Context: an optimization exercise on an open-source flow, tuned for small area. The choices shown serve that exercise and are no tape-out recipe. In this exercise RTL edits were held to simulation tests only and were not proved equivalent to the original.

Design tf_safety_core, start of the top module:
module tf_safety_core (
    input  wire        clk,
    input  wire        rst_n,
    input  wire        wr_en,
    input  wire [2:0]  wr_addr,
    input  wire [31:0] wr_data,
    input  wire [2:0]  rd_addr,
    output reg  [31:0] rd_data,
    output wire        wdg_pin
);
Size: about 3300 cells after synthesis, about 670 flip-flops, ~41000 µm² of cells after synthesis.
Settings: LEC_CHECK=0, CAP_MARGIN=20, CORE_MARGIN=2, CORE_UTILIZATION=40, SLEW_MARGIN=20; clock period 70.0 ns.
run.sh (not shown) runs the stock make flow with config.mk's settings and CLKGATE_MAP_FILE= SYNTH_SCRIPT=/design/flow/synth_recipe.tcl, a recipe that flattens the netlist after the stock synthesis.
Then changed:
CORE_UTILIZATION = 65   (was 40)
- synthesized cell count does not change
- register-to-register slack gets worse by 0.08 ns

========
Setup of run 1:
Another version of the RTL of tf_safety_core (not shown whole).
Size in the first run: ~3600 cells after synthesis, roughly 670 flip-flops, ~35000 um2 of cells after synthesis.
clock: 70.0 ns
lec_check: 0
cap_margin: 5
core_margin: 2
core_utilization: 40
slew_margin: 5
standard.sh (not shown) runs the stock make flow with config.mk's settings and CLKGATE_MAP_FILE= SYNTH_SCRIPT=/design/flow/synth_recipe.tcl, a recipe that flattens the netlist after the stock synthesis.
==> flow/flow/run.sh <==
#!/bin/bash
set -euo pipefail
here=$(pwd)
sd="$here/orfs_scripts"
rm -rf "$sd"
cp -r "$FLOW_HOME/scripts" "$sd"
cp "$here/flow/abc_area.script" "$sd/abc_speed.script"
export SCRIPTS_DIR="$sd"
export ADDER_MAP_FILE=
export CTS_ARGS="-sink_clustering_enable -repair_clock_nets -dont_use_dummy_load -sink_clustering_size 16 -sink_clustering_max_diameter 60 -buf_list sky130_fd_sc_hd__clkbuf_8"
export BUFFER_PORTS_ARGS="-buffer_cell sky130_fd_sc_hd__buf_1"
bash standard.sh > flow.log 2>&1
==> flow/flow/abc_area.script <==
strash
&get -n
&fraig -x
&put
dc2
dch -f
amap -F 5 -A 8
topo
## Diff of input files: run 2 against run 1
- a change of CORE_UTILIZATION from 40 to 55
- a change of CAP_MARGIN from 5 to 20
- a change of SLEW_MARGIN from 5 to 20
-- flow/flow/abc_area.script --
<<< run 1, line 6
>>> run 2, line 6
&get -n
&deepsyn -T 240
&put
[summary]
Going from run 1 to run 2, post-route fraction of the period consumed by the critical path went up, largest driver fanout on the critical path went down, instance count of the mapped netlist went down, final net count went down.
Shortest clock period the worst path allows after layout (run 2 over run 1): increase, 0.21 ns
## Diff of input files: run 3 against run 2
- CORE_UTILIZATION now 40, was 55
==> flow/flow/abc_area.script <==
strash
&get -n
&fraig -x
&put
dc2
&get -n
&deepsyn -T 240 -S 1
&deepsyn -T 240 -S 7
&put
dch -f
amap -F 5 -A 8
strash
dch -f
amap -F 5 -A 8
topo
Run 3: all stages complete, timing, DRC and antenna checks passed
Taking run 2 as the reference, in run 3 total stage count of the critical path ~0 delta; number of standard cells in the layout, taps in and fillers out +about 7%; number of distinct standard cells referenced by the synthesized netlist -3.5%.
Worst setup margin: run 3 vs run 2 down 0.13 ns
For mapped cell area, run 2 and run 3 come out practically identical.
Standard-cell row count in run 3 is about 18% above run 2.
Synthesized area divided by synthesized cell count: run 3 vs run 2 — no meaningful difference
Total global routing track utilization: run 3 vs run 2 down 10 points
As far as sequential cell count goes, run 3 and run 2 are indistinguishable; the numbers are identical.
Sequential share of cell area down 0.48 points in run 3 wrt run 2
--- input diff run 3..run 4 ---
- changing CAP_MARGIN from 20 to 10
- changing SLEW_MARGIN from 20 to 10
- setting GPL_TIMING_DRIVEN to 0 for the first time
==> flow/flow/abc_area.script <==
strash
&get -n
&fraig -x
&put
dc2
dch -f
amap -F 5 -A 8
topo
==> comparison <==
- Run 4 finished all stages; the layout is clean.
- The effective utilization at floorplan was comparable across run 4 and run 3.
- Run 3 vs run 4, capturing element of the worst setup path: rd_data[9] vs res0[1]
[inputs] run 5 vs run 4
- CAP_MARGIN: 10 -> 20
- GPL_TIMING_DRIVEN: 0 -> unset
- SLEW_MARGIN: 10 -> 20
-- flow/flow/abc_area.script --
<<< run 4, line 6
>>> run 5, line 6
&get -n
&deepsyn -T 240
&put
Against run 4, largest net degree at the start of global routing in run 5 rose by more than 100%. Between run 4 and run 5, sequential portion of the cell area is higher for run 5, run 4 comes in under that. In the tables for run 4 and run 5, synthesized-area fraction occupied by ao, oa, aoi and oai cells reads higher with run 4. Row timing-limited maximum frequency: run 5 higher / run 4 lower. Comparing run 4 and run 5, the higher count of different cell masters after synthesis is on run 5. Compared with run 4, run 5 shows buffer count excluding the clock tree in the final layout higher by 15. | synthesized area | run 5 vs run 4 | about 4% lower |.

========
Setup of P:
tf_safety_core, a different RTL version from the one above (not shown whole).
For scale: about 3200 cells after synthesis, roughly 670 flip-flops, roughly 74 I/O pins.
clock: 70.0 ns
lec_check: 0
cap_margin: 20
core_margin: 2
core_utilization: 40
slew_margin: 20
==> flow/flow/run.sh <==
#!/bin/bash
set -euo pipefail
export CTS_ARGS="-sink_clustering_enable -repair_clock_nets -dont_use_dummy_load -sink_clustering_size 10 -sink_clustering_max_diameter 50 -buf_list sky130_fd_sc_hd__clkbuf_4"
export BUFFER_PORTS_ARGS="-buffer_cell sky130_fd_sc_hd__buf_1"
bash standard.sh > flow.log 2>&1
Setup changes, P to Q
==> flow/flow/run.sh <==
#!/bin/bash
set -euo pipefail
export CTS_ARGS="-sink_clustering_enable -repair_clock_nets -dont_use_dummy_load -sink_clustering_size 16 -sink_clustering_max_diameter 60 -buf_list sky130_fd_sc_hd__clkbuf_8"
export BUFFER_PORTS_ARGS="-buffer_cell sky130_fd_sc_hd__buf_1"
bash standard.sh > flow.log 2>&1
==> comparison <==
Between P and Q, met1 demand-to-capacity share in global routing decreased.
Q -> P: count of buffer and inverter cells on the critical path flat
Q finished every step from synthesis to the final layout, and the layout passed the timing, DRC and antenna checks.
P → Q: global-route wire length before repair went down; number of antenna diodes went up by 5.
In terms of total area of multi-input combinational cells, Q and P differ only marginally.
Between Q and P, the difference in final-layout worst hold slack is negligible.
Going from P to Q, post-layout worst setup margin shrinks by 97 ps.
[inputs] R vs Q
==> flow/flow/run.sh <==
#!/bin/bash
set -euo pipefail
export CTS_ARGS="-sink_clustering_enable -repair_clock_nets -dont_use_dummy_load -sink_clustering_size 24 -sink_clustering_max_diameter 80 -buf_list sky130_fd_sc_hd__clkbuf_16"
export BUFFER_PORTS_ARGS="-buffer_cell sky130_fd_sc_hd__buf_1"
bash standard.sh > flow.log 2>&1
--- outcome ---
Result: PASS for each of Q and R. Worst setup slack: lower on R. Fraction of met1 tracks used by global routing: R vs Q up 0.23 points. Diff Q -> R: hold buffer count at CTS neither gained nor lost much, sequential share of layout area lost 0.23 points, via density per instance picked up an extra 0.021, clock latency on the worst-skew pair lost 130 ps.

========
Another version of the RTL of tf_safety_core (not shown whole).
Size in the first run: about 670 flip-flops, roughly 44,000 µm² of cells after synthesis.
Design tf_safety_core, start of the top module:
module tf_safety_core (
    input  wire        clk,
    input  wire        rst_n,
    input  wire        wr_en,
    input  wire [2:0]  wr_addr,
    input  wire [31:0] wr_data,
    input  wire [2:0]  rd_addr,
    output reg  [31:0] rd_data,
    output wire        wdg_pin
);
    reg [31:0] arg0;
    reg [63:0] msg;
    reg [31:0] res0, res1;
    reg [2:0]  err;
    reg [2:0]  mode;
    reg [15:0] tx_cnt;           
    reg [15:0] rx_last;          
    reg [31:0] rx_fail;          
    reg [63:0] deb_cnt, deb_clr;    
    reg [3:0]  deb_lat;
    reg [63:0] cwd_prev, cwd_tcnt, cwd_rcnt;
    reg [3:0]  cwd_to;
    reg [10:0] st_last;          
    reg [2:0]  st_plaus;         
    reg [5:0]  st_clr;           
    reg        st_lat;
    reg [2:0]  st_code;
    reg        st_pdet;
    reg [1:0]  st_lvl;
    reg [15:0] st_wprev;
    reg [3:0]  st_wt;            
    reg [1:0]  st_wr;            
    reg        st_wto;
    reg [1:0]  mo_dir;
    reg        mo_dead;
    reg [1:0]  mo_rc;            
    reg [3:0]  mo_rclr;          
    reg        mo_rlat;
    reg [15:0] mo_wprev;
    reg [3:0]  mo_wt;            
    reg [2:0]  mo_wr;            
    reg        mo_wto;
    reg        su_bl;
    reg [15:0] su_sil, su_warn;
    reg        su_wdg;
    assign wdg_pin = su_wdg;
    always @* begin
        case (rd_addr)
            3'd1:    rd_data = arg0;
            3'd2:    rd_data = msg[31:0];
            3'd3:    rd_data = msg[63:32];
            3'd4:    rd_data = res0;
            3'd5:    rd_data = res1;
            3'd6:    rd_data = {29'd0, err};
            3'd7:    rd_data = {29'd0, mode};
            default: rd_data = 32'd0;
        endcase
    end
    wire        cmd_wr = wr_en && (wr_addr == 3'd0);
    wire [7:0]  opc    = wr_data[31:24];
    wire [7:0]  inst   = wr_data[23:16];
    wire [15:0] imm    = wr_data[15:0];
    reg  [2:0]  verr;
    always @* begin
        verr = 3'd0;
        case (opc)
            8'h00, 8'hF0: begin
  ...
export LEC_CHECK = 0
export CAP_MARGIN = 20
export CORE_MARGIN = 2
export CORE_UTILIZATION = 40
export SLEW_MARGIN = 20
create_clock -name core_clock -period 70.0 [get_ports {clk}]
run.sh (not shown) runs the stock make flow with config.mk's settings and CLKGATE_MAP_FILE= SYNTH_SCRIPT=/design/flow/synth_recipe.tcl, a recipe that flattens the netlist after the stock synthesis.
Stock flow here: none of the scripts above is used.
Then changed:
Settings changed: ABC_AREA set to 1.
Synthesized area went up by about 2.4%.
Final cell count went up by about 25%.
Die area went up by about 2.4%.
Setup slack is worse by 0.51 ns.
Cell area went up by about 2.5%.
Non-clock buffer count went down by 18.

==> separate check: timing with driven ports <==
No port has a modelled driver above. Below, the same layouts with a new extraction and two added sets of constraints.
Step 1 assumes that a clkbuf_16 drives the clock port and a buf_2 every other input.
Step 2 adds t to the input delays and takes it off the output delays; t is the mean of the earliest and latest rising clock arrival at the registers after step 1. Input paths then give back, and output paths get back, about the clock's delay inside the block.
Three values: no drivers, after step 1, after step 2; two values: the first two.
| run | shift t [ns] | setup slack, ns | cell pins on the clock port's net |
|---|---|---|---|
| the first run of note 1 | 0.700 | 38.680 / 38.723 / 38.023 | 1 |
| the second run of note 1 | 0.701 | 38.628 / 38.669 / 37.968 | 1 |
| run 1 | 0.797 | 39.651 / 39.622 / 39.622 | 1 |
| run 2 | 0.748 | 39.443 / 39.413 / 38.896 | 1 |
| run 3 | 0.766 | 39.314 / 39.279 / 39.279 | 1 |
| run 4 | 0.766 | 38.925 / 38.964 / 38.197 | 1 |
| run 5 | 0.768 | 39.280 / 39.132 / 39.132 | 1 |
| P | 0.908 | 38.333 / 38.331 / 37.422 | 1 |
| Q | 0.757 | 38.236 / 38.238 / 37.481 | 1 |
| R | 0.653 | 38.089 / 38.096 / 37.442 | 1 |
| the first run of note 4 | 0.710 | 39.414 / 39.389 / 39.389 | 1 |
| the second run of note 4 | 0.706 | 38.901 / 38.879 / 38.879 | 1 |
After both steps setup and hold are still met in every run listed. For P, which loses most, drivers alone change the setup slack by -0.002 ns; drivers and shift together by -0.911 ns.
